From an optimization exercise on the open Yosys and OpenROAD flow, aimed at small area; shortcuts taken in it are not production practice. Function was checked by simulation only, so behaviour that the tests miss may differ from the original. Power is estimated from default activity; no workload was simulated.

==> job 7930: inputs <==
==> flow/design.v <==
module sam_cell_decoder (
    input  wire         clk,
    input  wire         rst,               
    input  wire         ct_we,
    input  wire [3:0]   ct_idx,
    input  wire [7:0]   ct_val,
    input  wire         cell_valid,
    input  wire [1:0]   cell_kind,         
    input  wire [1:0]   cell_mode,         
    input  wire         cell_flash,        
    input  wire [3:0]   cell_border,       
    input  wire [3:0]   cell_old_border,   
    input  wire [31:0]  cell_data,         
    output reg          px_valid,
    output wire [127:0] px,                
    output wire         px_hires
);
    reg       p_we, p_rst;
    reg [3:0] p_idx;
    reg [7:0] p_val;
    always @(posedge clk) begin
        p_rst <= rst;
        p_we  <= ct_we & ~rst;
        p_idx <= ct_idx;
        p_val <= ct_val;
    end
    reg [7:0] ct [0:15];
    integer e;
    always @(posedge clk) begin
        for (e = 0; e < 16; e = e + 1)
            if (p_rst || (p_we && p_idx == e))
                ct[e] <= p_rst ? 8'h00 : p_val;
    end
    wire screen = (cell_kind == 2'd1);
    wire toggle = (cell_kind == 2'd2);
    wire m34    = screen & cell_mode[1];
    wire m3     = m34 & ~cell_mode[0];
    wire [7:0] d = cell_data[31:24];
    wire [7:0] a = cell_data[23:16];
    wire       swap   = cell_flash & a[7];
    wire [3:0] ink    = {a[6], a[2:0]};
    wire [3:0] paper  = {a[6], a[5:3]};
    wire [3:0] fg     = swap ? paper : ink;
    wire [3:0] bg     = swap ? ink   : paper;
    reg [3:0] idx_n [0:7];
    integer i;
    always @* begin
        for (i = 0; i < 8; i = i + 1) begin
            if (m34)
                idx_n[i] = cell_data[31 - 4 * i -: 4];
            else if (screen)
                idx_n[i] = d[7 - i] ? fg : bg;
            else if (toggle && i == 0)
                idx_n[i] = cell_old_border;
            else
                idx_n[i] = cell_border;
        end
    end
    reg [3:0] idx_rn [0:7];
    reg       m3_r, tg_r;
    integer r;
    always @(posedge clk) begin
        px_valid <= cell_valid & ~rst;
        m3_r     <= m3;
        tg_r     <= toggle;
        for (r = 0; r < 8; r = r + 1)
            idx_rn[r] <= ~idx_n[r];    
    end
    assign px_hires = m3_r;
    wire [7:0] port [0:7];
    wire [7:0] portb [0:7];   
    genvar g, k;
    generate
        for (g = 0; g < 8; g = g + 1) begin : rd
            wire [1:0] hi = ~idx_rn[g][3:2];
            wire [1:0] lo = ~idx_rn[g][1:0];
            wire [3:0] ph, pl;
            for (k = 0; k < 4; k = k + 1) begin : pd
                assign ph[k] = (hi == k);
                assign pl[k] = (lo == k);
            end
            wire [15:4] oh;
            wire [3:0]  sel_e, sel_o;
            for (k = 4; k < 16; k = k + 1) begin : oh_g
                assign oh[k] = ~m3_r & ph[k / 4] & pl[k % 4];
            end
            for (k = 0; k < 4; k = k + 1) begin : lo_g
                assign sel_e[k] = m3_r ? ph[k] : (ph[0] & pl[k]);
                assign sel_o[k] = pl[k] & (m3_r | ph[0]);
            end
            reg [7:0] acc_h, acc_l, acc_o;
            integer q;
            always @* begin
                acc_h = 8'h00;
                for (q = 4; q < 16; q = q + 1)
                    acc_h = acc_h | ({8{oh[q]}} & ct[q]);
                acc_l = 8'h00;
                acc_o = 8'h00;
                for (q = 0; q < 4; q = q + 1) begin
                    acc_l = acc_l | ({8{sel_e[q]}} & ct[q]);
                    acc_o = acc_o | ({8{sel_o[q]}} & ct[q]);
                end
            end
            assign port[g]  = acc_h | acc_l;
            assign portb[g] = acc_h | acc_o;
        end
    endgenerate
    generate
        for (g = 0; g < 8; g = g + 1) begin : pix
            wire [7:0] even, odd;
            if (g == 0) begin : p0
                assign even = tg_r ? {port[0][5:0], port[0][7:6]} : port[0];
            end else begin : pn
                assign even = port[g];
            end
            assign odd = (g == 0 && tg_r) ? port[1] : portb[g];
            assign px[16 * g +: 8]     = even;
            assign px[16 * g + 8 +: 8] = odd;
        end
    endgenerate
endmodule
==> flow/flow/run.sh <==
#!/bin/bash
# Standard ORFS layout with these changes:
#  - port buffers use sky130_fd_sc_hd__buf_1
#  - CTS without dummy loads, with smaller clock buffers
# Every tool's output goes to a log file in this folder.
set -euo pipefail
W=$(pwd)
rm -rf "$W/scripts"
cp -r "$FLOW_HOME/scripts" "$W/scripts"
cp "$W/flow/abc_area.script" "$W/scripts/abc_area.script"
bash "$W/standard.sh" SCRIPTS_DIR="$W/scripts" \
  BUFFER_PORTS_ARGS="-buffer_cell sky130_fd_sc_hd__buf_1" \
  CTS_ARGS="-sink_clustering_enable -repair_clock_nets -dont_use_dummy_load -buf_list {sky130_fd_sc_hd__clkbuf_4 sky130_fd_sc_hd__clkbuf_8}" \
  finish > "$W/flow_make.log" 2>&1
==> flow/flow/abc_area.script <==
strash
dc2
&get -n
&dch -f
&nf -p -R 1000
&put
&get -n
&dch -f
&nf -p -R 1000
&put
&get -n
&dch -f
&nf -p -R 1000
&put
&get -n
&dch -f
&nf -p -R 1000
&put
topo
==> flow/standard.sh <==
#!/bin/bash
# synth_recipe.tcl (not shown) runs the flow's synth.tcl, then flattens the netlist and writes it again
# the make line also repeats each setting of config.mk as NAME=value (left out here)
make -C /OpenROAD-flow-scripts/flow DESIGN_CONFIG=/design/flow/config.mk WORK_HOME=/design/flow/orfs CLKGATE_MAP_FILE= SYNTH_SCRIPT=/design/flow/synth_recipe.tcl "${@:-finish}"
==> flow/config.mk <==
export PLATFORM = sky130hd
export DESIGN_NAME = sam_cell_decoder
export DESIGN_NICKNAME = sam_cell_decoder
export VERILOG_FILES = /design/flow/design.v
export SDC_FILE = /design/flow/constraint.sdc
export NUM_CORES = 4
export LEC_CHECK = 0
export ABC_AREA = 1
export CAP_MARGIN = 20
export CELL_PAD_IN_SITES_DETAIL_PLACEMENT = 1
export CELL_PAD_IN_SITES_GLOBAL_PLACEMENT = 2
export CORE_MARGIN = 2
export CORE_UTILIZATION = 30
export PLACE_DENSITY = 0.36
export SLEW_MARGIN = 20
==> flow/constraint.sdc <==
create_clock -name core_clock -period 5.0 [get_ports {clk}]
set_input_delay 1.0000 -clock core_clock [delete_from_list [all_inputs] [get_ports {clk}]]
set_output_delay 1.0000 -clock core_clock [all_outputs]
set_load 0.01 [all_outputs]
==> job 758: changes against job 7930 <==
--- a/flow/design.v
+++ b/flow/design.v
@@ -56,7 +56,7 @@
                 idx_n[i] = cell_border;
         end
     end
-    reg [3:0] idx_rn [0:7];
+    reg [3:0] idx_r [0:7];
     reg       m3_r, tg_r;
     integer r;
     always @(posedge clk) begin
@@ -64,7 +64,7 @@
         m3_r     <= m3;
         tg_r     <= toggle;
         for (r = 0; r < 8; r = r + 1)
-            idx_rn[r] <= ~idx_n[r];    
+            idx_r[r] <= idx_n[r];
     end
     assign px_hires = m3_r;
     wire [7:0] port [0:7];
@@ -72,8 +72,8 @@
     genvar g, k;
     generate
         for (g = 0; g < 8; g = g + 1) begin : rd
-            wire [1:0] hi = ~idx_rn[g][3:2];
-            wire [1:0] lo = ~idx_rn[g][1:0];
+            wire [1:0] hi = idx_r[g][3:2];
+            wire [1:0] lo = idx_r[g][1:0];
             wire [3:0] ph, pl;
             for (k = 0; k < 4; k = k + 1) begin : pd
                 assign ph[k] = (hi == k);
--- a/flow/config.mk
+++ b/flow/config.mk
@@ -7,8 +7,6 @@
 export LEC_CHECK = 0
 export ABC_AREA = 1
 export CAP_MARGIN = 20
-export CELL_PAD_IN_SITES_DETAIL_PLACEMENT = 1
-export CELL_PAD_IN_SITES_GLOBAL_PLACEMENT = 2
 export CORE_MARGIN = 2
 export CORE_UTILIZATION = 30
 export PLACE_DENSITY = 0.36
==> job 3947: changes against job 7930 <==
--- a/flow/design.v
+++ b/flow/design.v
@@ -57,11 +57,12 @@
         end
     end
     reg [3:0] idx_rn [0:7];
-    reg       m3_r, tg_r;
+    reg       m3_r, m3n_r, tg_r;
     integer r;
     always @(posedge clk) begin
         px_valid <= cell_valid & ~rst;
         m3_r     <= m3;
+        m3n_r    <= ~m3;    
         tg_r     <= toggle;
         for (r = 0; r < 8; r = r + 1)
             idx_rn[r] <= ~idx_n[r];    
@@ -72,6 +73,7 @@
     genvar g, k;
     generate
         for (g = 0; g < 8; g = g + 1) begin : rd
+            wire m3g = (g < 4) ? m3_r : ~m3n_r;
             wire [1:0] hi = ~idx_rn[g][3:2];
             wire [1:0] lo = ~idx_rn[g][1:0];
             wire [3:0] ph, pl;
@@ -82,11 +84,11 @@
             wire [15:4] oh;
             wire [3:0]  sel_e, sel_o;
             for (k = 4; k < 16; k = k + 1) begin : oh_g
-                assign oh[k] = ~m3_r & ph[k / 4] & pl[k % 4];
+                assign oh[k] = ~m3g & ph[k / 4] & pl[k % 4];
             end
             for (k = 0; k < 4; k = k + 1) begin : lo_g
-                assign sel_e[k] = m3_r ? ph[k] : (ph[0] & pl[k]);
-                assign sel_o[k] = pl[k] & (m3_r | ph[0]);
+                assign sel_e[k] = m3g ? ph[k] : (ph[0] & pl[k]);
+                assign sel_o[k] = pl[k] & (m3g | ph[0]);
             end
             reg [7:0] acc_h, acc_l, acc_o;
             integer q;
==> flow/flow/run.sh (replaced) <==
#!/bin/bash
# Standard ORFS layout with these changes:
#  - port buffers use sky130_fd_sc_hd__buf_1
#  - timing-driven global placement does not keep its trial buffering
#  - CTS without dummy loads, with smaller clock buffers
# Every tool's output goes to a log file in this folder.
set -euo pipefail
W=$(pwd)
rm -rf "$W/scripts"
cp -r "$FLOW_HOME/scripts" "$W/scripts"
cp "$W/flow/abc_area.script" "$W/scripts/abc_area.script"
bash "$W/standard.sh" SCRIPTS_DIR="$W/scripts" \
  BUFFER_PORTS_ARGS="-buffer_cell sky130_fd_sc_hd__buf_1" \
  GPL_KEEP_OVERFLOW=0 \
  CTS_ARGS="-sink_clustering_enable -repair_clock_nets -dont_use_dummy_load -buf_list {sky130_fd_sc_hd__clkbuf_4 sky130_fd_sc_hd__clkbuf_8}" \
  finish > "$W/flow_make.log" 2>&1
--- a/flow/config.mk
+++ b/flow/config.mk
@@ -12,4 +12,5 @@
 export CORE_MARGIN = 2
 export CORE_UTILIZATION = 30
 export PLACE_DENSITY = 0.36
+export SETUP_SLACK_MARGIN = 0.1
 export SLEW_MARGIN = 20
==> summary of the runs <==
Job 3947 completed without violations. Job 758 finished clean. Job 7930 completed without violations. The highest final cell count belongs to job 758, the lowest to job 3947. Worst setup slack, highest first: job 7930, job 758, job 3947. Between job 3947 and job 7930, the lower clock power is in job 7930 (gap about 5.6%, measured against job 7930). Between job 7930 and job 3947, the lower power is in job 7930 (gap about 0.8%, measured against job 3947). The lowest register-to-register slack belongs to job 758, the highest to job 7930. Count of clock-buffer cells in the layout is the same in job 7930 and job 3947. Between job 758 and job 3947, the lower hold slack is in job 758 (gap 0.0018 ns). Between job 3947 and job 7930, the lower sequential power is in job 7930 (gap about 3%, measured against job 7930). Against job 3947, the flip-flop and latch count of job 7930 is lower by 1.

[re-timing with driven ports]
The results above use ideal ports. As a check the final layouts listed here were re-extracted and re-timed, cells and wires unchanged. Step 1: set_driving_cell puts a clkbuf_16 on clk and a buf_2 on each other input, an assumption about the parent block. Step 2 moves the port delays by t, midway between the first and last clock arrival at a register: inputs arrive t later, outputs are due t later. That takes back most of the time a late clock gives input paths. a / b / c = ideal ports / drivers / drivers and shift; a / b = the first two.
| run | shift t [ns] | slack for setup (ns) | worst register clock-pin slew, ns | pins driven straight from the clock port |
|---|---|---|---|---|
| job 7930 | 0.583 | 0.413 / 0.359 / 0.942 | 0.11 / 0.11 | 1 |
| job 758 | 0.593 | 0.305 / 0.247 / 0.840 | 0.11 / 0.11 | 1 |
| job 3947 | 0.595 | 0.193 / 0.136 / 0.732 | 0.12 / 0.12 | 1 |
After both steps every run listed still meets setup and hold.
